What follows belongs to an exercise in optimizing a design on an open flow for small area, a short achievable clock period and few clock cycles; a production flow would make more cautious choices.
At most, simulation tests tie the RTL to the original design; equivalence was not proved.
No functional check of the RTL was part of runs 1 and 2.
Power and IR drop assume default switching activity.

### flow/run.sh
#!/bin/bash
# synth_recipe.tcl (not shown) runs the flow's synth.tcl, then flattens the netlist and writes it again
# the make line also repeats each setting of config.mk as NAME=value (left out here)
make -C /OpenROAD-flow-scripts/flow DESIGN_CONFIG=/design/flow/config.mk WORK_HOME=/design/flow/orfs CLKGATE_MAP_FILE= SYNTH_SCRIPT=/design/flow/synth_recipe.tcl finish
### flow/constraint.sdc
create_clock -name core_clock -period 7.0 [get_ports {clk}]
set_input_delay 1.4000 -clock core_clock [delete_from_list [all_inputs] [get_ports {clk}]]
set_output_delay 1.4000 -clock core_clock [all_outputs]
set_load 0.01 [all_outputs]
### flow/config.mk
export PLATFORM = sky130hd
export DESIGN_NAME = hexcrc
export DESIGN_NICKNAME = hexcrc
export VERILOG_FILES = /design/flow/design.v
export SDC_FILE = /design/flow/constraint.sdc
export NUM_CORES = 4
export LEC_CHECK = 0
export ABC_CLOCK_PERIOD_IN_PS = 3000
export CAP_MARGIN = 20
export CORE_MARGIN = 2
export CORE_UTILIZATION = 50
export PLACE_DENSITY = 0.65
export SETUP_SLACK_MARGIN = 3.5
export SLEW_MARGIN = 20
### flow/design.v
module hexcrc (
    input  wire        clk,
    input  wire        rst,           
    input  wire        start,         
    input  wire [31:0] start_addr,
    input  wire [31:0] end_addr,
    output reg         busy,
    input  wire        in_valid,
    input  wire [7:0]  in_data,
    input  wire        in_end,        
    output wire        in_ready,
    output reg         done,          
    output wire [1:0]  status,        
    output wire [3:0]  err_code,      
    output wire [15:0] crc            
);
    localparam LK = 5;             
    localparam [3:0] E_TOO_SHORT  = 4'd1,
                     E_BAD_START  = 4'd2,
                     E_BAD_DIGIT  = 4'd3,
                     E_LENGTH     = 4'd4,
                     E_CHECKSUM   = 4'd5,
                     E_UNKNOWN    = 4'd6,
                     E_BAD_ELA    = 4'd7,
                     E_AFTER_EOF  = 4'd8;
    localparam [2:0] P_IDLE = 3'd0,
                     P_RUN  = 3'd1,      
                     P_GAP  = 3'd2,      
                     P_T1   = 3'd3,      
                     P_TAIL = 3'd4,      
                     P_INIT = 3'd5;      
    localparam [1:0] L_LEAD    = 2'd0,   
                     L_RECORD  = 2'd1,   
                     L_COMMENT = 2'd2,   
                     L_OTHER   = 2'd3;   
    localparam [2:0] F_CNT  = 3'd0, F_AH = 3'd1, F_AL = 3'd2, F_TYPE = 3'd3,
                     F_DATA = 3'd4, F_CK = 3'd5, F_DONE = 3'd6, F_OVER = 3'd7;
    function [15:0] crc_step;
        input [7:0]  b;
        input [15:0] s;
        integer i;
        reg [15:0] t;
        begin
            t = s ^ {b, 8'h00};
            for (i = 0; i < 8; i = i + 1)
                t = t[15] ? ({t[14:0], 1'b0} ^ 16'h1021) : {t[14:0], 1'b0};
            crc_step = t;
        end
    endfunction
    reg [2:0]  phase;
    reg        rdy;
    reg [31:0] win_start, win_end;
    reg [15:0] acc;             
    reg [31:0] cursor;          
    reg        cursor_set;
    reg [15:0] xaddr;           
    reg [32:0] addr;            
    reg        eof_seen;
    reg        stopped;         
    reg        refused;         
    reg        failed;
    reg [3:0]  fail_code;
    reg        lt_start_q, ge_end_q, lt_cur_q, gt_cur_q;
    reg        dv, d_end, d_ws, d_lf, d_hex, d_colon, d_hash;
    reg [3:0]  d_val;
    reg [1:0]  lkind;
    reg [3:0]  cnt11;           
    reg        ge11;            
    reg        ws_seen;         
    reg        bad_digit;
    reg        par;             
    reg [3:0]  hi_nib;
    reg [7:0]  sum;
    reg [2:0]  field;
    reg [7:0]  nb;              
    reg        n_is2;
    reg        t_data, t_eof, t_ela, t_bad;
    reg        first_db;        
    reg        stop_pend;       
    reg        refuse_pend;     
    assign in_ready = rdy;
    assign status   = {refused, failed};
    assign err_code = fail_code;
    assign crc      = acc;
    wire       consume  = dv && (phase == P_RUN);
    wire       line_end = d_end || d_lf;
    wire [7:0] cur_byte = {hi_nib, d_val};
    wire       drain    = failed || stopped || refused;
    wire       nib      = (lkind == L_RECORD) && !line_end && !d_ws;
    wire       db       = nib && (field == F_DATA) && t_data && !drain;
    wire       gap_go   = db && !par && first_db && cursor_set &&
                          !lt_start_q && !ge_end_q && gt_cur_q;
    wire       emit     = db && par;
    wire [32:0] addr_inc = addr + 33'd1;
    wire [33:0] d_cur1   = {1'b0, addr} + {2'b11, ~cursor};        
    wire [31-LK:0] f_hi = cursor[31:LK];
    wire [LK-1:0]  f_lo = cursor[LK-1:0];
    wire           f_hi_nz = |f_hi;
    wire           f_lo_nz = |f_lo;
    wire           f_last  = !f_hi_nz && !f_lo_nz;
    wire           filling = (phase == P_GAP) || (phase == P_TAIL);
    wire [15:0] step1 = crc_step(filling ? 8'hFF : cur_byte, acc);
    wire [15:0] ffk;
    assign ffk[0] = acc[0] ^ acc[1] ^ acc[6] ^ acc[7] ^ acc[10] ^ acc[12] ^ acc[13] ^ acc[14];
    assign ffk[1] = acc[1] ^ acc[2] ^ acc[7] ^ acc[8] ^ acc[11] ^ acc[13] ^ acc[14] ^ acc[15];
    assign ffk[2] = ~(acc[2] ^ acc[3] ^ acc[8] ^ acc[9] ^ acc[12] ^ acc[14] ^ acc[15]);
    assign ffk[3] = acc[0] ^ acc[3] ^ acc[4] ^ acc[9] ^ acc[10] ^ acc[13] ^ acc[15];
    assign ffk[4] = ~(acc[1] ^ acc[4] ^ acc[5] ^ acc[10] ^ acc[11] ^ acc[14]);
    assign ffk[5] = ~(acc[0] ^ acc[1] ^ acc[2] ^ acc[5] ^ acc[7] ^ acc[10] ^ acc[11] ^ acc[13] ^ acc[14] ^ acc[15]);
    assign ffk[6] = acc[1] ^ acc[2] ^ acc[3] ^ acc[6] ^ acc[8] ^ acc[11] ^ acc[12] ^ acc[14] ^ acc[15];
    assign ffk[7] = ~(acc[2] ^ acc[3] ^ acc[4] ^ acc[7] ^ acc[9] ^ acc[12] ^ acc[13] ^ acc[15]);
    assign ffk[8] = acc[3] ^ acc[4] ^ acc[5] ^ acc[8] ^ acc[10] ^ acc[13] ^ acc[14];
    assign ffk[9] = acc[0] ^ acc[4] ^ acc[5] ^ acc[6] ^ acc[9] ^ acc[11] ^ acc[14] ^ acc[15];
    assign ffk[10] = ~(acc[0] ^ acc[1] ^ acc[5] ^ acc[6] ^ acc[7] ^ acc[10] ^ acc[12] ^ acc[15]);
    assign ffk[11] = acc[0] ^ acc[1] ^ acc[2] ^ acc[6] ^ acc[7] ^ acc[8] ^ acc[11] ^ acc[13];
    assign ffk[12] = acc[2] ^ acc[3] ^ acc[6] ^ acc[8] ^ acc[9] ^ acc[10] ^ acc[13];
    assign ffk[13] = acc[3] ^ acc[4] ^ acc[7] ^ acc[9] ^ acc[10] ^ acc[11] ^ acc[14];
    assign ffk[14] = acc[4] ^ acc[5] ^ acc[8] ^ acc[10] ^ acc[11] ^ acc[12] ^ acc[15];
    assign ffk[15] = ~(acc[0] ^ acc[5] ^ acc[6] ^ acc[9] ^ acc[11] ^ acc[12] ^ acc[13]);
    reg        line_err;
    reg [3:0]  line_code;
    always @* begin
        line_err  = 1'b0;
        line_code = 4'd0;
        case (lkind)
            L_OTHER: begin
                line_err  = 1'b1;
                line_code = ge11 ? E_BAD_START : E_TOO_SHORT;
            end
            L_RECORD: begin
                line_err = 1'b1;
                if (!ge11)                     line_code = E_TOO_SHORT;
                else if (bad_digit)            line_code = E_BAD_DIGIT;
                else if (field != F_DONE)      line_code = E_LENGTH;
                else if (sum != 8'h00)         line_code = E_CHECKSUM;
                else if (t_data && eof_seen)   line_code = E_AFTER_EOF;
                else if (t_ela && !n_is2)      line_code = E_BAD_ELA;
                else if (t_bad)                line_code = E_UNKNOWN;
                else                           line_err = 1'b0;
            end
            default: ;
        endcase
    end
    always @(posedge clk) begin
        if (rst)
            dv <= 1'b0;
        else if (rdy)
            dv <= in_valid;
        else if (consume)
            dv <= 1'b0;
        if (rdy) begin
            d_end   <= in_end;
            d_lf    <= (in_data == 8'h0A);
            d_ws    <= (in_data == 8'h20) || (in_data == 8'h09) ||
                       (in_data >= 8'h0A && in_data <= 8'h0D);
            d_hex   <= (in_data >= "0" && in_data <= "9") ||
                       (in_data >= "A" && in_data <= "F") ||
                       (in_data >= "a" && in_data <= "f");
            d_val   <= in_data[6] ? (in_data[3:0] + 4'd9) : in_data[3:0];
            d_colon <= (in_data == ":");
            d_hash  <= (in_data == "#");
        end
    end
    always @(posedge clk) begin
        lt_start_q <= addr < {1'b0, win_start};
        ge_end_q   <= !(addr < {1'b0, win_end});
        lt_cur_q   <= addr < {1'b0, cursor};
        gt_cur_q   <= !d_cur1[33];
    end
    always @(posedge clk) begin
        if (rst) begin
            phase <= P_IDLE;
            busy  <= 1'b0;
            done  <= 1'b0;
            rdy   <= 1'b0;
        end else begin
            done <= 1'b0;
            if (rdy && in_valid && in_end)
                rdy <= 1'b0;
            case (phase)
                P_IDLE: begin
                    win_start <= start_addr;
                    win_end   <= end_addr;
                    cursor    <= start_addr;
                    if (start) begin
                        phase <= P_INIT;
                        busy  <= 1'b1;
                        rdy   <= 1'b1;
                    end
                end
                P_INIT: begin
                        phase       <= P_RUN;
                        acc         <= 16'hFFFF;
                        cursor_set  <= 1'b0;
                        xaddr       <= 16'd0;
                        eof_seen    <= 1'b0;
                        stopped     <= 1'b0;
                        refused     <= 1'b0;
                        failed      <= 1'b0;
                        fail_code   <= 4'd0;
                        lkind       <= L_LEAD;
                        cnt11       <= 4'd0;
                        ge11        <= 1'b0;
                        ws_seen     <= 1'b0;
                        bad_digit   <= 1'b0;
                        par         <= 1'b0;
                        sum         <= 8'h00;
                        field       <= F_CNT;
                        stop_pend   <= 1'b0;
                        refuse_pend <= 1'b0;
                end
                P_RUN: if (consume) begin
                    if (line_end) begin
                        if (!drain) begin
                            if (line_err) begin
                                failed    <= 1'b1;
                                fail_code <= line_code;
                            end else if (lkind == L_RECORD) begin
                                if (t_eof) eof_seen <= 1'b1;
                                if (t_data) begin
                                    stopped <= stop_pend;
                                    refused <= refuse_pend;
                                end
                            end
                        end
                        lkind       <= L_LEAD;
                        cnt11       <= 4'd0;
                        ge11        <= 1'b0;
                        ws_seen     <= 1'b0;
                        bad_digit   <= 1'b0;
                        par         <= 1'b0;
                        sum         <= 8'h00;
                        field       <= F_CNT;
                        stop_pend   <= 1'b0;
                        refuse_pend <= 1'b0;
                        if (d_end) begin
                            phase <= P_T1;
                            addr  <= {1'b0, win_end};
                        end
                    end else if (d_ws) begin
                        if (lkind != L_LEAD) begin
                            ws_seen <= 1'b1;
                            if (cnt11 != 4'd15) cnt11 <= cnt11 + 4'd1;
                        end
                    end else begin
                        if (lkind == L_LEAD) begin
                            lkind <= d_colon ? L_RECORD : d_hash ? L_COMMENT : L_OTHER;
                            cnt11 <= 4'd1;
                        end else begin
                            if (cnt11 != 4'd15) cnt11 <= cnt11 + 4'd1;
                            if (cnt11 >= 4'd10) ge11 <= 1'b1;
                        end
                        if (nib) begin
                            if (ws_seen || !d_hex) bad_digit <= 1'b1;
                            par <= !par;
                            if (field == F_DONE || field == F_OVER) begin
                                field <= F_OVER;
                            end else if (!par) begin
                                hi_nib <= d_val;
                            end else begin
                                sum <= sum + cur_byte;
                                case (field)
                                    F_CNT: begin
                                        nb    <= cur_byte;
                                        n_is2 <= (cur_byte == 8'd2);
                                        field <= F_AH;
                                    end
                                    F_AH: begin
                                        addr[15:8] <= cur_byte;
                                        field      <= F_AL;
                                    end
                                    F_AL: begin
                                        addr  <= {1'b0, xaddr, addr[15:8], cur_byte};
                                        field <= F_TYPE;
                                    end
                                    F_TYPE: begin
                                        t_data   <= (cur_byte == 8'h00);
                                        t_eof    <= (cur_byte == 8'h01);
                                        t_ela    <= (cur_byte == 8'h04);
                                        t_bad    <= (cur_byte > 8'h05);
                                        first_db <= 1'b1;
                                        field    <= (nb == 8'd0) ? F_CK : F_DATA;
                                    end
                                    F_DATA: begin
                                        nb       <= nb - 8'd1;
                                        first_db <= 1'b0;
                                        if (nb == 8'd1) field <= F_CK;
                                        if (t_ela && !drain) begin
                                            if (nb[0]) xaddr[7:0]  <= cur_byte;
                                            else       xaddr[15:8] <= cur_byte;
                                        end
                                    end
                                    default: field <= F_DONE;    
                                endcase
                            end
                        end
                        if (gap_go) begin
                            phase  <= P_GAP;
                            rdy    <= 1'b0;
                            cursor <= d_cur1[31:0];
                        end
                        if (emit) begin
                            if (lt_start_q) begin
                                addr <= addr_inc;
                            end else if (ge_end_q) begin
                                stop_pend <= 1'b1;
                            end else if (cursor_set && lt_cur_q) begin
                                refuse_pend <= 1'b1;
                            end else begin
                                acc        <= step1;
                                cursor     <= addr_inc[31:0];
                                cursor_set <= 1'b1;
                                addr       <= addr_inc;
                            end
                        end
                    end
                end
                P_T1: begin
                    if (failed || refused || d_cur1[33]) begin
                        phase <= P_IDLE;
                        busy  <= 1'b0;
                        done  <= 1'b1;
                    end else begin
                        cursor <= d_cur1[31:0];
                        phase  <= P_TAIL;
                    end
                end
                default: begin       
                    if (f_hi_nz) begin
                        acc          <= ffk;
                        cursor[31:LK] <= f_hi - 1'b1;
                    end else begin
                        acc <= step1;
                        if (f_lo_nz)
                            cursor[LK-1:0] <= f_lo - 1'b1;
                        else if (phase == P_GAP) begin
                            phase <= P_RUN;
                            rdy   <= !(dv && d_end);
                        end else begin
                            phase <= P_IDLE;
                            busy  <= 1'b0;
                            done  <= 1'b1;
                        end
                    end
                end
            endcase
        end
    end
endmodule
==> results of run 1 <==
[where the power goes]
group          internal, mW  leakage (nW)  switching, mW
Sequential             2.02          2.16          0.324
Combinational          1.65          4.80           2.16
Clock                 0.958         0.466          0.597
Total                  4.63          7.43           3.08
[cell usage in the layout (no fill, tap or decap), drive strengths merged, types with 29 or more instances in the layout]
cell type        n
nand2          149
ha             113
nor3            46
clkdlybuf4s50  101
a21o            36
inv            132
a21oi          128
nor2           164
nand4           31
buf             49
clkbuf          29
edfxtp         221
o21ai          112
a22oi           31
xor2            43
xnor2          136
nand3           45
[sequential cells by signal (all words and copies together), names as in the netlist, 3 cells and up]
signal     count
win_start     32
acc           16
fail_code      4
nb             8
win_end       32
cursor        32
d_val          4
sum            8
xaddr         16
cnt11          4
field          3
hi_nib         4
addr          33
phase          3
[routing by layer]
metal | share of wire, % | up-vias | GRT usage, %
li1 | - | 6901 | -
met1 | 43 | 7121 | 44.04
met2 | 44 | 767 | 47.24
met3 | 10 | 100 | 5.441
met4 | 2.7 | 0 | 8.578
met5 | 0 | - | 0
[Yosys cell counts (9+ instances only)]
master    count  area, um^2
mux2i_1      10       100.1
a22oi_1      31       232.7
or3_1         9       56.30
nand2b_1     13       81.33
nand4_1      31       193.9
o221ai_1     22       192.7
a211oi_1     13       97.59
nand2_1     149       559.3
nand3_1      45       225.2
ha_1        113        1414
xnor2_1     136        1191
nor2b_1      17       106.4
a31oi_1      18       112.6
and3_1       24       150.1
clkbuf_1     75       281.5
dfxtp_1      11       220.2
and2_1        9       56.30
o211ai_1     15       112.6
a21o_1       36       270.3
nor3_1       45       225.2
o21ai_0     109       545.5
nor2_1      164       615.6
a21oi_1     128       640.6
nor4_1       19       118.9
edfxtp_1    221        6636
o22ai_1      20       125.1
xor2_1       43       376.6
o31ai_1      14       105.1
a221oi_1     10       87.58
inv_1       130       488.0
[logic make-up (layout without fill, tap and decap cells)]
family                     Yosys count  after routing  synth area share (%)
muxes                               13             13                0.7971
xor gates and xnor gates           179            179                 9.335
DFF                                232            232                 40.83
buffers and inverters              221            329                 5.066
adders and majority gates          115            115                 8.657
other                                0              1                     0
and+or+nand+nor                    571            571                 16.61
AOI/OAI and AO/OA                  489            492                 18.71
[worst paths after layout]
| check | start | end |
|---|---|---|
| worst max-delay path | addr[30] | cursor[29] |
| worst min-delay path | d_hash | lkind[0] |
| worst max register to register | addr[30] | cursor[29] |
| worst min register to register | d_hash | lkind[0] |
[through the flow]
| step | hold WS, ns | setup WS (ns) | total power, mW | cells |
|---|---|---|---|---|
| global route | 0.5609 | 3.492 | 8.167 | 2379 |
| detailed placement | 0.5342 | 2.755 | 6.020 | 2310 |
| CTS | 0.5447 | 3.525 | 7.633 | 2363 |
| floorplan | 0.4523 | 3.600 | 5.047 | 1820 |
| finish | 0.5445 | 3.539 | 7.714 | 2380 |
| global placement | 0.5310 | 2.867 | 5.986 | 2309 |
[worst register-to-register path: stages, from the launching register on]
cell	delay (ns)
edfxtp_1	0.57
ha_1	0.44
nand2_1	0.15
or4_1	0.54
or4_4	0.48
o211ai_1	0.26
o31ai_1	0.17
nand2_2	0.24
o211a_4	0.31
[final cells by class]
cell class / count / share of cell area (%)
Multi-Input combinational cell: 1370 / 47.58
Sequential cell: 232 / 35.10
Timing Repair Buffer: 150 / 7.045
Clock buffer: 29 / 3.497
Tap cell: 448 / 2.869
Inverter: 131 / 2.517
Clock inverter: 19 / 1.383
Antenna cell: 1 / 0.01281
[timing repair]
item | 4_1_cts | 5_1_grt
pin swaps | 0 | 5
resized for setup | 18 | 17
cloned | 3 | 0
buffers inserted | 2 | 16
setup endpoints to repair | 78 | 73
==> summary.txt, run 1 <==
Run status
  – Status: finished clean

Cells and area
  – Filler cells: 2,938
  – Ratio of cells with drive above 1 in the final layout: 7.250%
  – Sequential standard cell area: 6858 um^2
  – Area occupied by multi-input gates: 9295 um^2
  – Design Area, Final: 19,540 um^2
  – Post-layout util: 58.71%
  – Fin nets: 2,104
  – Area grow syn2layout: 16.33%

Routing
  – Vias: 14,890
  – Pre-Repair DR Iteration Count: 5
  – Drt initial violations: 1,743
  – Final ANT Viol Nets: 0
  – DR WL/cell: 22.82 um
  – Post-Route WL: 54.31 mm
  – DRC Markers: 0
  – Vias per cell: 6.256

Synth
  – Post-Syn Area: 16,790 um^2
  – Net Count, Synth: 2,012
  – Ys Warns: 1
  – FFs w/ async S/R, synth: 0%
  – Dominant synthesized flop cell: edfxtp_1
  – Sequential area share after synthesis: 40.83%
  – Synth Instances: 1,820
  – #FFs+latches synth: 232
  – Synth unique cells: 77
  – Average cell area after synthesis: 9.228 um^2
  – Post-synth EDFFs: 221

Setup path
  – Setup slack, reg-to-reg: 3.54 ns
  – WP data required: 7.24 ns
  – Critical path's slowest cell: edfxtp_1
  – Worst Path Class, Setup: reg -> reg
  – Worst Path Arrival: 3.70 ns
  – Cell Chain, Critical Path: ha_1 > nand2_1 > or4_1 > or4_4 > o211ai_1 > o31ai_1 > nand2_2 > o211a_4
  – CP top delay family: simple AND/OR/NAND/NOR gates
  – CP Depth: 8
  – Worst Path Buf+Inv: 0
  – CP Launch Type: flop
  – Slowest stage delay, CP: 0.57 ns
  – CP max FO: 7
  – Crit. End Element: flop
  – FF-to-FF path depth: 8

Run
  – Max_cap viols: 0

Floorplan
  – Die outline height: 187.3 um
  – Io pins: 102
  – Core Box Area: 33,280 um^2
  – Die width: 187.3 um
  – Cell Rows: 67
  – Initial Utilization: 50.46%
  – Die ar.: 35,070 um^2

Clock tree
  – Cts bufs inserted: 27
  – Reg clk slew, reported paths: 0.06 ns
  – Hold buffers post-CTS: 0
  – CTS Buffer Depth: 3
  – Htree depth: 1
  – Clock tree sinks: 232
  – Skew-Pair Late Insertion Delay: 0.55 ns
  – TritonCTS clock tree: built
  – Clock root buffer master: clkbuf_16

Timing
  – Slew @ Worst Pin: 1.072 ns
  – RSZ-0062 raised after global routing: true
  – Fin. Hold Viols: 0
  – Max Clk Rate: 289.0 MHz
  – Pins Over Slew Limit: 0
  – Period utilisation layout: 49.44%
  – Worst Skew: 0.01464 ns
  – Final setup vio count: 0
  – Final min period: 3.461 ns
  – Setup tns final: 0 ns
  – Slew HR: 28.25%

Global route
  – First-pass GRT wire length: 83.51 mm
  – Antenna violations before repair: 0
  – GRT Util Overall: 30.57%
  – Vias in the first global route: 14,230
  – Grt ovf: 0
  – Largest net degree at the start of global routing: 52

Place
  – Dpl hpwl: 39.54 mm
  – IO Port Bufs: 101
  – Final Wtd Congestion: 0.9793
  – Placed Area: 18,270 um^2

Power and ir drop
  – Power per cell area: 394.8 nW/um^2
  – Leakage: 7.426 nW
  – Peak supply drop: 261.6 uV

Min path
  – Worst Hold Class: reg -> reg
  – Worst hold path depth: 1
==> inputs of run 2 (changes only) <==
--- a/flow/config.mk
+++ b/flow/config.mk
@@ -6,9 +6,9 @@
 export NUM_CORES = 4
 export LEC_CHECK = 0
-export ABC_CLOCK_PERIOD_IN_PS = 3000
+export ABC_CLOCK_PERIOD_IN_PS = 2500
 export CAP_MARGIN = 20
 export CORE_MARGIN = 2
 export CORE_UTILIZATION = 50
 export PLACE_DENSITY = 0.65
-export SETUP_SLACK_MARGIN = 3.5
+export SETUP_SLACK_MARGIN = 4.5
 export SLEW_MARGIN = 20
==> summary.txt, run 2 <==
Run status
  – Status: finished clean

Synth
  – Ys Warns: 1 (unchanged)
  – Average cell area after synthesis: 9.228 um^2 (unchanged)
  – Post-synth EDFFs: 221 (unchanged)
  – Net Count, Synth: 2,012 (unchanged)
  – Cells taking the most area after synthesis: edfxtp_1, ha_1, xnor2_1
  – Commonest cells post-synth: edfxtp_1, nor2_1, nand2_1
  – Yosys top cell area share: 39.51% (unchanged)
  – Most frequent cell after synthesis: edfxtp_1
  – Synth unique cells: 77 (unchanged)
  – #FFs+latches synth: 232 (unchanged)
  – Post-Syn Area: 16,790 um^2 (unchanged)
  – Synth Instances: 1,820 (unchanged)
  – Dominant synthesized flop cell: edfxtp_1
  – Area leader, netlist: edfxtp_1
  – FFs w/ async S/R, synth: 0% (unchanged)
  – Sequential area share after synthesis: 40.83% (unchanged)

Timing
  – Worst Skew: 0.01177 ns (-0.002874 ns)
  – Final setup margin: 3.726 ns (+0.1867 ns)
  – Setup tns final: 0 ns (unchanged)
  – Fin. Hold Viols: 0 (unchanged)
  – Period utilisation layout: 46.77% (-2.7 points)
  – Slew HR: 30.75% (+2.5 points)
  – Final setup vio count: 0 (unchanged)
  – RSZ-0062 raised after global routing: true
  – Slew @ Worst Pin: 1.039 ns (-0.03353 ns)
  – Max Clk Rate: 305.4 MHz (+5.7%)
  – Pins Over Slew Limit: 0 (unchanged)
  – Final min period: 3.274 ns (-0.1867 ns)

Setup path
  – Worst Path Class, Setup: reg -> reg
  – Worst Path Arrival: 3.53 ns (-0.17 ns)
  – FF-to-FF path depth: 9 (+1)
  – Cell Chain, Critical Path: ha_4 > and2_4 > nand3_4 > or4_1 > or4_4 > o211ai_1 > o31ai_4 > nand2_4 > o211a_4
  – Setup slack, reg-to-reg: 3.73 ns (+0.19 ns)
  – Worst Path Buf+Inv: 0 (unchanged)
  – CP top delay family: simple AND/OR/NAND/NOR gates
  – WP data required: 7.25 ns (about the same)
  – Slowest stage delay, CP: 0.52 ns (-0.05 ns)
  – Critical path's slowest cell: edfxtp_1
  – CP Launch Type: flop
  – FF-to-FF End: cursor[13]
  – CP Depth: 9 (+1)
  – CP max FO: 7 (unchanged)
  – Critical R2R Launch: addr[23]
  – Crit. End Element: flop

Cells and area
  – Top reg by flops: addr
  – Finished Layout Cells: 2,670 (+12%)
  – Ratio of cells with drive above 1 in the final layout: 33.00% (+26 points)
  – Largest register FFs: 33 (unchanged)
  – Commonest non-fill, non-tap cell in the layout: buf_4
  – Design Area, Final: 23,780 um^2 (+22%)
  – Most frequent cells in the layout: buf_4, edfxtp_1, nor2_1
  – Area grow syn2layout: 41.57%
  – Filler cells: 2,436 (-17%)
  – Fin nets: 2,396 (+14%)
  – Area occupied by multi-input gates: 11,210 um^2 (+21%)
  – Sequential standard cell area: 6863 um^2 (about the same)

Clock tree
  – Htree depth: 1 (unchanged)
  – Reg clk slew, reported paths: 0.06 ns (about the same)
  – Clock tree sinks: 232 (unchanged)
  – Cts bufs inserted: 27 (unchanged)
  – Clock root buffer master: clkbuf_16
  – TritonCTS clock tree: built
  – Skew-Pair Late Insertion Delay: 0.56 ns (about the same)
  – Hold buffers post-CTS: 0 (unchanged)
  – CTS Buffer Depth: 3 (unchanged)

Power and ir drop
  – Peak supply drop: 283.1 uV (+8.2%)
  – Leakage: 9.319 nW (+25%)
  – Power per cell area: 371.9 nW/um^2 (-5.8%)
  – Post-route total power: 8.842 mW (+15%)

Place
  – Dpl hpwl: 39.65 mm (+0.28%)
  – Worst slack at placement: 2.793 ns (+0.03804 ns)
  – IO Port Bufs: 101 (unchanged)
  – Placed cell count: 2,299 (-0.48%)
  – Placed Area: 18,470 um^2 (+1.1%)
  – Final Wtd Congestion: 0.9444 (-3.6%)

Global route
  – Grt met3 use: 10.23% (+4.8 points)
  – Grt ovf: 0 (unchanged)
  – Busiest grt layer: met2
  – Largest net degree at the start of global routing: 53 (+1.9%)
  – GRT Util Overall: 34.34% (+3.8 points)
  – Met1 Use GR: 47.46% (+3.4 points)
  – Met2 GRT Util: 50.59% (+3.3 points)
  – Vias in the first global route: 15,580 (+9.5%)
  – Antenna violations before repair: 1 (+1)
  – First-pass GRT wire length: 92.59 mm (+11%)

Routing
  – Vias: 16,990 (+14%)
  – Final ANT Viol Nets: 0 (unchanged)
  – Vias per cell: 6.364 (+1.7%)
  – Post-Route WL: 64.85 mm (+19%)
  – Pre-Repair DR Iteration Count: 6 (+1)
  – Drt initial violations: 2,229 (+28%)
  – DR WL/cell: 24.29 um (+6.4%)
  – DRC Markers: 0 (unchanged)

Min path
  – Worst hold path depth: 1 (unchanged)
  – Hold Startpoint: d_hash
  – Worst Hold Class: reg -> reg
  – Min-Delay Endpoint: lkind[0]

Floorplan
  – Cell Rows: 67 (unchanged)
  – Io pins: 102 (unchanged)
  – Initial Utilization: 50.46% (unchanged)
  – Die width: 187.3 um (unchanged)
  – Die ar.: 35,070 um^2 (unchanged)
  – Core Box Area: 33,280 um^2 (unchanged)
  – Die outline height: 187.3 um (unchanged)

Run
  – Max_cap viols: 0 (unchanged)
run 2: cell counts after synthesis:
Identical to the previous run, type by type.
run 2: timing repair:
| action | 4_1_cts | 5_1_grt |
|---|---|---|
| gates resized for setup | 330 | 251 |
| buffers inserted | 200 | 111 |
| setup endpoints to repair | 359 | 186 |
| cloned | 9 | 4 |
| pin swaps | 82 | 127 |
run 2: final cells by class:
class,count,area share [%]
multi-input cells,1372,47.17
flip-flops and latches,232,28.86
repair buffers,439,15.98
clock buffers,32,2.921
well taps,448,2.358
inverters,131,2.168
clock inverters,14,0.5157
repair inverters,1,0.02105
diodes,1,0.01052
run 2: layer usage:
metal,up-vias,routed length (um),share of wire (%)
met4,2,2980,4.6
li1,7476,-,-
met5,-,13,0.020
met2,1143,27950,43
met1,8166,25460,39
met3,206,8446,13
run 2: power breakdown:
part,internal (mW),switching [mW],leakage [nW]
Sequential,2.02,0.176,2.16
Clock,0.774,0.590,0.395
Combinational,2.38,2.90,6.77
Total,5.17,3.67,9.32
run 2: worst max path at each step:
| stage | endpoint | startpoint | slack, ns |
|---|---|---|---|
| global placement | sum[6] | phase[1] | 2.91 |
| CTS | cursor[15] | addr[23] | 3.84 |
| detailed placement | sum[2] | phase[1] | 2.79 |
| global route | cursor[13] | addr[23] | 3.71 |
| floorplan | win_end[0] | rst | 3.64 |
| finish | cursor[13] | addr[23] | 3.73 |
run 2: per-stage QoR:
stage / hold slack (ns) / utilization (%)
2_1_floorplan: 0.4523 / -
3_3_place_gp: 0.5324 / 55.50
3_5_place_dp: 0.5435 / 55.51
4_1_cts: 0.5584 / 65.71
5_1_grt: 0.5710 / 71.44
6_report: 0.5616 / 71.44
run 2: cells by family (layout without fill, tap and decap cells):
kind of cell | count (synthesis) | in the layout | share of synthesized area [%]
compound gates | 489 | 492 | 18.71
xor+xnor | 179 | 179 | 9.335
fa+ha+maj | 115 | 115 | 8.657
buf+inv | 221 | 617 | 5.066
flops | 232 | 232 | 40.83
mux | 13 | 13 | 0.7971
other cells | 0 | 1 | 0
simple gates | 571 | 573 | 16.61
==> inputs of run 3 (changes only) <==
--- a/flow/design.v
+++ b/flow/design.v
@@ -27,7 +27,5 @@
                      P_RUN  = 3'd1,      
                      P_GAP  = 3'd2,      
-                     P_T1   = 3'd3,      
-                     P_TAIL = 3'd4,      
-                     P_INIT = 3'd5;      
+                     P_TAIL = 3'd4;      
     localparam [1:0] L_LEAD    = 2'd0,   
                      L_RECORD  = 2'd1,   
@@ -52,5 +50,5 @@
     reg [31:0] win_start, win_end;
     reg [15:0] acc;             
-    reg [31:0] cursor;          
+    reg [32:0] cursor;          
     reg        cursor_set;
     reg [15:0] xaddr;           
@@ -93,10 +91,11 @@
     wire       emit     = db && par;
     wire [32:0] addr_inc = addr + 33'd1;
-    wire [33:0] d_cur1   = {1'b0, addr} + {2'b11, ~cursor};        
-    wire [31-LK:0] f_hi = cursor[31:LK];
-    wire [LK-1:0]  f_lo = cursor[LK-1:0];
-    wire           f_hi_nz = |f_hi;
-    wire           f_lo_nz = |f_lo;
-    wire           f_last  = !f_hi_nz && !f_lo_nz;
+    wire [33:0] d_cur1   = {1'b0, addr} + {1'b1, ~cursor};         
+    wire        cur_eq   = &d_cur1;
+    wire           f_big   = |d_cur1[32:LK];
+    wire           f_last  = ~|d_cur1[LK-1:0];
+    wire [LK-1:0]  c_lo    = cursor[LK-1:0];
+    wire [LK:0]    c_lo_inc = {1'b0, c_lo} + {{LK{1'b0}}, !f_big};
+    wire [32:0]    cursor_fill = {cursor[32:LK] + (f_big | c_lo_inc[LK]), c_lo_inc[LK-1:0]};
     wire           filling = (phase == P_GAP) || (phase == P_TAIL);
     wire [15:0] step1 = crc_step(filling ? 8'hFF : cur_byte, acc);
@@ -165,5 +164,5 @@
         lt_start_q <= addr < {1'b0, win_start};
         ge_end_q   <= !(addr < {1'b0, win_end});
-        lt_cur_q   <= addr < {1'b0, cursor};
+        lt_cur_q   <= d_cur1[33] && !cur_eq;
         gt_cur_q   <= !d_cur1[33];
     end
@@ -180,16 +179,12 @@
             case (phase)
                 P_IDLE: begin
-                    win_start <= start_addr;
-                    win_end   <= end_addr;
-                    cursor    <= start_addr;
                     if (start) begin
-                        phase <= P_INIT;
-                        busy  <= 1'b1;
-                        rdy   <= 1'b1;
-                    end
-                end
-                P_INIT: begin
                         phase       <= P_RUN;
+                        busy        <= 1'b1;
+                        rdy         <= 1'b1;
+                        win_start   <= start_addr;
+                        win_end     <= end_addr;
                         acc         <= 16'hFFFF;
+                        cursor      <= {1'b0, start_addr};
                         cursor_set  <= 1'b0;
                         xaddr       <= 16'd0;
@@ -209,4 +204,5 @@
                         stop_pend   <= 1'b0;
                         refuse_pend <= 1'b0;
+                    end
                 end
                 P_RUN: if (consume) begin
@@ -235,5 +231,5 @@
                         refuse_pend <= 1'b0;
                         if (d_end) begin
-                            phase <= P_T1;
+                            phase <= P_TAIL;
                             addr  <= {1'b0, win_end};
                         end
@@ -298,5 +294,4 @@
                             phase  <= P_GAP;
                             rdy    <= 1'b0;
-                            cursor <= d_cur1[31:0];
                         end
                         if (emit) begin
@@ -309,5 +304,5 @@
                             end else begin
                                 acc        <= step1;
-                                cursor     <= addr_inc[31:0];
+                                cursor     <= addr_inc;
                                 cursor_set <= 1'b1;
                                 addr       <= addr_inc;
@@ -316,23 +311,17 @@
                     end
                 end
-                P_T1: begin
-                    if (failed || refused || d_cur1[33]) begin
+                default: begin       
+                    if (phase == P_TAIL && (failed || refused || d_cur1[33])) begin
                         phase <= P_IDLE;
                         busy  <= 1'b0;
                         done  <= 1'b1;
+                    end else if (f_big) begin
+                        acc    <= ffk;
+                        cursor <= cursor_fill;
                     end else begin
-                        cursor <= d_cur1[31:0];
-                        phase  <= P_TAIL;
-                    end
-                end
-                default: begin       
-                    if (f_hi_nz) begin
-                        acc          <= ffk;
-                        cursor[31:LK] <= f_hi - 1'b1;
-                    end else begin
-                        acc <= step1;
-                        if (f_lo_nz)
-                            cursor[LK-1:0] <= f_lo - 1'b1;
-                        else if (phase == P_GAP) begin
+                        acc    <= step1;
+                        cursor <= cursor_fill;
+                        if (!f_last) begin
+                        end else if (phase == P_GAP) begin
                             phase <= P_RUN;
                             rdy   <= !(dv && d_end);
==> flow/config.mk (replaced) <==
export PLATFORM = sky130hd
export DESIGN_NAME = hexcrc
export DESIGN_NICKNAME = hexcrc
export VERILOG_FILES = /design/flow/design.v
export SDC_FILE = /design/flow/constraint.sdc
export NUM_CORES = 4
export LEC_CHECK = 0
export CAP_MARGIN = 20
export CORE_MARGIN = 2
export CORE_UTILIZATION = 40
export PLACE_DENSITY = 0.6
export SLEW_MARGIN = 20
==> summary.txt, run 3 <==
Routing
  – DRC Markers: 0 (unchanged)
  – Vias: 13,790 (-19%)
  – Pre-Repair DR Iteration Count: 7 (+1)
  – Vias per cell: 5.785 (-9.1%)
  – Final ANT Viol Nets: 0 (unchanged)
  – DR WL/cell: 20.56 um (-15%)
  – Post-Route WL: 48.99 mm (-24%)
  – Drt initial violations: 1,181 (-47%)

Setup path
  – Critical R2R Launch: addr[0]
  – CP max FO: 8 (+1)
  – Worst Path Class, Setup: reg -> reg
  – Worst Path Arrival: 6.75 ns (+3.22 ns)
  – CP Launch Type: flop
  – Setup slack, reg-to-reg: 0.55 ns (-3.17 ns)
  – Crit. End Element: flop
  – FF-to-FF End: cursor[27]
  – WP data required: 7.30 ns (+0.05 ns)
  – FF-to-FF path depth: 25 (+16)

Place
  – Dpl hpwl: 37.42 mm (-5.6%)
  – Worst slack at placement: 0.3688 ns (-2.424 ns)
  – Placed cell count: 2,333 (+1.5%)
  – IO Port Bufs: 101 (unchanged)
  – Final Wtd Congestion: 0.9194 (-2.6%)

Timing
  – Pins Over Slew Limit: 0 (unchanged)
  – Period utilisation layout: 92.12% (+45 points)
  – Max Clk Rate: 155.1 MHz (-49%)
  – Worst Skew: 0.02474 ns (+0.01297 ns)
  – Final setup vio count: 0 (unchanged)
  – Final min period: 6.449 ns (+3.175 ns)
  – Fin. Hold Viols: 0 (unchanged)
  – Slew HR: 22.14% (-8.6 points)
  – Setup tns final: 0 ns (unchanged)
  – Slew @ Worst Pin: 1.167 ns (+0.1284 ns)
  – RSZ-0062 raised after global routing: false
  – Final setup margin: 0.5513 ns (-3.175 ns)
  – Min Hold Slack: 0.4987 ns (-0.06295 ns)

Synth
  – Yosys top cell area share: 40.30% (+0.79 points)
  – Sequential area share after synthesis: 41.63% (+0.81 points)
  – Most frequent cell after synthesis: edfxtp_1
  – Average cell area after synthesis: 9.534 um^2 (+3.3%)
  – Post-synth EDFFs: 222 (+0.45%)
  – Ys Warns: 1 (unchanged)
  – Synth Instances: 1,735 (-4.7%)
  – Area leader, netlist: edfxtp_1
  – FFs w/ async S/R, synth: 0% (unchanged)
  – Net Count, Synth: 1,929 (-4.1%)
  – Synth unique cells: 81 (+5.2%)
  – Commonest cells post-synth: edfxtp_1, nand2_1, xnor2_1
  – Dominant synthesized flop cell: edfxtp_1
  – #FFs+latches synth: 233 (+0.43%)
  – Cells taking the most area after synthesis: edfxtp_1, ha_1, xnor2_1
  – Post-Syn Area: 16,540 um^2 (-1.5%)

Global route
  – GRT Util Overall: 22.42% (-12 points)
  – Grt ovf: 0 (unchanged)
  – First-pass GRT wire length: 76.47 mm (-17%)
  – Antenna violations before repair: 0 (-1)
  – Largest net degree at the start of global routing: 46 (-13%)
  – Vias in the first global route: 13,280 (-15%)

Cells and area
  – Most frequent cells in the layout: edfxtp_1, nand2_1, xnor2_1
  – Finished Layout Cells: 2,383 (-11%)
  – Ratio of cells with drive above 1 in the final layout: 7.023% (-26 points)
  – Regs by FF count: addr x33, cursor x33
  – Commonest non-fill, non-tap cell in the layout: edfxtp_1
  – Area grow syn2layout: 15.84%
  – Fin nets: 2,024 (-16%)
  – Antenna cell count: 0 (-1)
  – Filler cells: 3,855 (+58%)

Clock tree
  – Htree depth: 1 (unchanged)
  – Reg clk slew, reported paths: 0.07 ns (about the same)
  – Skew-Pair Late Insertion Delay: 0.57 ns (about the same)
  – Clock root buffer master: clkbuf_16
  – CTS Buffer Depth: 3 (unchanged)
  – Clock tree sinks: 233 (+0.43%)
  – Cts bufs inserted: 27 (unchanged)
  – TritonCTS clock tree: built
  – Post-CTS Setup Bufs: 0 (-100%)

Floorplan
  – Die width: 207.4 um (+11%)
  – Io pins: 102 (unchanged)
  – Cell Rows: 74 (+10%)
  – Die ar.: 43,000 um^2 (+23%)
  – Die outline height: 207.4 um (+11%)
  – Core Box Area: 40,830 um^2 (+23%)
  – Initial Utilization: 40.51% (-10 points)

Run
  – Max_cap viols: 0 (unchanged)

Min path
  – Min-Delay Endpoint: busy
  – Worst Hold Class: reg -> reg
  – Hold Startpoint: busy
  – Worst hold path depth: 2 (+1)

Power and ir drop
  – Post-route total power: 5.837 mW (-34%)
  – Leakage: 7.364 nW (-21%)
  – Peak supply drop: 162.5 uV (-43%)
  – Power per cell area: 304.6 nW/um^2 (-18%)

Run status
  – Status: finished clean
## run 3: cell types whose count changed after synthesis, moves of 14 or more
cell | previous run | this run
a21oi_1 | 128 | 83
o21ai_0 | 109 | 95
a22oi_1 | 31 | 10
o211ai_1 | 15 | 39
nor2_1 | 164 | 122
nand4_1 | 31 | 45
## run 3: report_power, final
part,internal (mW),leakage [nW],switching (mW)
sequential,1.87,2.15,0.198
clock,0.829,0.432,0.609
combinational,0.966,4.79,1.37
## run 3: per-stage QoR
| stage | utilization (%) | instance area [um^2] |
|---|---|---|
| floorplan | - | 16540 |
| global placement | 44.71 | 18260 |
| detailed placement | 44.71 | 18260 |
| CTS | 46.90 | 19150 |
| global route | 46.93 | 19160 |
| finish | 46.93 | 19160 |
## run 3: layout make-up
type	instances	area, um^2	area share, %
well taps	532	665.6	3.474
multi-input cells	1292	8860	46.24
clock inverters	18	198.9	1.038
flip-flops and latches	233	6887	35.94
inverters	125	470.5	2.455
clock buffers	32	694.4	3.624
repair buffers	151	1386	7.235
## run 3: per-layer routing
| layer | share of wire, % | track usage [%] | vias to the layer above |
|---|---|---|---|
| li1 | - | - | 6577 |
| met1 | 46 | 32.59 | 6604 |
| met2 | 43 | 34.01 | 532 |
| met3 | 8.4 | 3.707 | 73 |
| met4 | 2.9 | 7.069 | 0 |
| met5 | 0 | 0 | - |
## run 3: how the worst max path moves through the flow
stage | startpoint | endpoint | cells after the start
after floorplan | addr[0] | cursor[27] | 26
after CTS | addr[0] | cursor[27] | 25
final | addr[0] | cursor[27] | 25
after detailed placement | addr[0] | cursor[27] | 25
after global routing | addr[0] | cursor[27] | 25
after global placement | addr[0] | cursor[27] | 25
## run 3: critical path, stage by stage (launching register included)
cell and delay (ns):
edfxtp_1 0.40, ha_1 0.25, fa_1 0.44, a211oi_2 0.28, o211a_1 0.23, o2bb2ai_1 0.09, or4_1 0.42, a2111o_1 0.47
nor4_2 0.18, nand4_1 0.23, or2_4 0.37, clkinv_2 0.10, ha_1 0.16, nand3_1 0.12, o31ai_1 0.32, ha_1 0.27
nand3_1 0.17, nor4_2 0.40, nand2_1 0.09, nor3_1 0.14, buf_4 0.15, and3_1 0.32, nand4_1 0.16, xnor2_1 0.15
a22oi_1 0.15, o21ai_0 0.10
## run 3: cells by family after synthesis
kind of cell,synth area share (%)
AND/OR/NAND/NOR,17.14
AO/OA/AOI/OAI,16.31
flip-flops,41.63
buffers and inverters,5.052
XOR/XNOR,9.689
adder cells (fa/ha/maj),8.940
multiplexers,1.240
## run 3: repair_timing
| item | 4_1_cts | 5_1_grt |
|---|---|---|
| hold buffers | 0 | 0 |
| setup endpoints to repair | 0 | 4 |
| gates resized for setup | 0 | 2 |
Testbench counts of run 3, summed over its fixed seeds: cycles 136,777.

## re-timing with driven ports
In the flow no input, the clock included, has a driving cell. The finished layouts below were timed again as built, in two steps.
Step 1 assumes that a clkbuf_16 drives the clock port and a buf_2 every other input.
Step 2 times the ports against the registers' clock, not the clock port: input delays grow and output delays shrink by t, the midpoint of the rising clock arrivals with the driver on.
a / b / c = ideal / step 1 / step 2; a / b = the first two.
run | t (ns) | slack for setup (ns) | worst hold slack (ns) | slew at the worst register clock pin (ns)
run 1 | 0.595 | 3.539 / 3.539 / 3.115 | 0.545 / 0.545 / 0.545 | 0.07 / 0.07
run 2 | 0.611 | 3.726 / 3.726 / 3.726 | 0.562 / 0.562 / 0.562 | 0.07 / 0.07
run 3 | 0.611 | 0.551 / 0.551 / 0.551 | 0.499 / 0.499 / 0.499 | 0.07 / 0.07
After both steps setup and hold are still met in every run listed. The setup slack of run 1, which loses most, moves by 0.000 ns with the drivers and by -0.424 ns with both steps.
